Source: an optimization exercise on an open RTL-to-GDS flow (aim: small area, a short achievable clock period and few clock cycles). Production flows keep margins and buffers that such runs may drop. Only simulation tests tie the RTL to the original design; equivalence was not proved. Power and IR drop assume default switching activity.

## v31
==> flow/design.v (excerpt) <==
module xbee_rx #(
    parameter RX_CAP = 128            
) (
    input  wire       clk,
    input  wire       rst,            
    input  wire       api_mode,       
    input  wire       in_valid,
    output wire       in_ready,
    input  wire [7:0] in_data,
    output wire       out_valid,
    input  wire       out_ready,
    output wire [7:0] out_data,
    output wire       out_last,
    output wire       out_fault,      
    output wire       out_chk_err     
);
Size in the first run: about 1200 flip-flops, ~26 I/O pins, ~0.046 mm^2 of cells after synthesis.
export LEC_CHECK = 0
export CAP_MARGIN = 20
export CORE_MARGIN = 2
export CORE_UTILIZATION = 70
export GPL_TIMING_DRIVEN = 1
export SETUP_SLACK_MARGIN = 3.8
export SLEW_MARGIN = 20
create_clock -name core_clock -period 6.0 [get_ports {clk}]
run.sh (not shown) runs the stock make flow with config.mk's settings and CLKGATE_MAP_FILE= SYNTH_SCRIPT=/design/flow/synth_recipe.tcl, a recipe that flattens the netlist after the stock synthesis.
v31 closes out successfully: all stages finished, all timing, DRC and antenna checks passed.
Testbench counts of v31, summed over its fixed seeds: cycles 28,916.
What v36 does differently from v31 at the input level:
# v31
export LEC_CHECK = 0
export CAP_MARGIN = 20
export CORE_MARGIN = 2
export CORE_UTILIZATION = 70
export GPL_TIMING_DRIVEN = 1
export SETUP_SLACK_MARGIN = 3.8
export SLEW_MARGIN = 20
create_clock -name core_clock -period 6.0 [get_ports {clk}]
# v36
export LEC_CHECK = 0
export CAP_MARGIN = 20
export CORE_MARGIN = 2
export CORE_UTILIZATION = 60
export SETUP_SLACK_MARGIN = 3.7
export SLEW_MARGIN = 20
create_clock -name core_clock -period 6.0 [get_ports {clk}]
--- outcome ---
The flow did not stop early for v36: all stages ran, and the layout cleared the timing, design-rule and antenna checks.
For the wire length on met3, v36 came in about 25% lower than v31 did.
Looking at fraction of cell area in non-clock buffers, v36 sits 0.84 points below v31.
Comparing v36 and v31, maximum vdd ir drop is lower on v31.
Summary of v36 over v31: non-clock buffer count shrank by 15%, cell count went up about 3.5%, placer's final routability congestion estimate shows a reduction of 0.043, core utilization of the finished layout went down 11 points.
When v36 is measured against v31, its width of the die turns out about 8% higher.
v36 ended with less layout cell share with drive strength beyond 1 than v31.
Input-level comparison between v27 and v36:
# v36
export LEC_CHECK = 0
export CAP_MARGIN = 20
export CORE_MARGIN = 2
export CORE_UTILIZATION = 60
export SETUP_SLACK_MARGIN = 3.7
export SLEW_MARGIN = 20
create_clock -name core_clock -period 6.0 [get_ports {clk}]
# v27
export LEC_CHECK = 0
export CAP_MARGIN = 20
export CORE_MARGIN = 2
export CORE_UTILIZATION = 60
export GPL_TIMING_DRIVEN = 1
export SETUP_SLACK_MARGIN = 3.8
export SLEW_MARGIN = 20
create_clock -name core_clock -period 6.0 [get_ports {clk}]
- On worst hold margin, v27 and v36 are basically level.
- Delta(total leakage power, v27 - v36) > 0
- Changes observed in v27 relative to v36: proportion of power drawn by the clock network fell by 2.0 points, final estimated routing congestion in global placement grew by about 1.7%, power now smaller.
- Against v36, v27 reports a final worst-path setup slack that is lower.
- Cells: v27 has more instances than v36
Input-level comparison between v46 and v27:
# v27
export LEC_CHECK = 0
export CAP_MARGIN = 20
export CORE_MARGIN = 2
export CORE_UTILIZATION = 60
export GPL_TIMING_DRIVEN = 1
export SETUP_SLACK_MARGIN = 3.8
export SLEW_MARGIN = 20
create_clock -name core_clock -period 6.0 [get_ports {clk}]
# v46
export LEC_CHECK = 0
export CAP_MARGIN = 20
export CORE_MARGIN = 2
export CORE_UTILIZATION = 60
export SETUP_SLACK_MARGIN = 3.8
export SLEW_MARGIN = 20
create_clock -name core_clock -period 6.0 [get_ports {clk}]
==> comparison <==
Diff v46..v27 | inverter count of the layout excluding clock inverters | negligible
Diff v46..v27 | complex-gate fraction of the synthesized area | unchanged
v27 and v46 ended up with roughly the same met2 demand-to-capacity share in global routing.
Number of synthesized flops with an enable pin: v46 vs v27 identical
v27 → v46: register area flat, mean instance size in the synthesized netlist level, final clock period utilization by the worst path comparable, total of hold buffers inserted after clock tree synthesis saw little to no change.
Comparing v27 against v46, there is no change at all in cell count.
Wire length of the first global-routing pass came out exactly the same in v27 and v46.

[what the ideal ports hide]
The flow's constraints put no driver on any port. The routed layouts listed below were extracted and timed again, unchanged, in two steps.
Step 1, drivers: a clkbuf_16 drives clk and a buf_2 each remaining input, both assumed.
Step 2 moves the port delays by t, midway between the first and last clock arrival at a register: inputs arrive t later, outputs are due t later. That takes back most of the time a late clock gives input paths.
Three values: no drivers, after step 1, after step 2; two values: the first two.
run	t (ns)	setup slack, ns	latest minus earliest clock arrival (ns)
v31	0.746	3.583 / 3.516 / 3.108	0.040 / 0.040
v36	0.752	3.605 / 3.532 / 3.149	0.036 / 0.035
v27	0.754	3.594 / 3.526 / 3.055	0.033 / 0.033
v46	0.754	3.594 / 3.526 / 3.055	0.033 / 0.033
After both steps setup and hold are still met in every run listed.
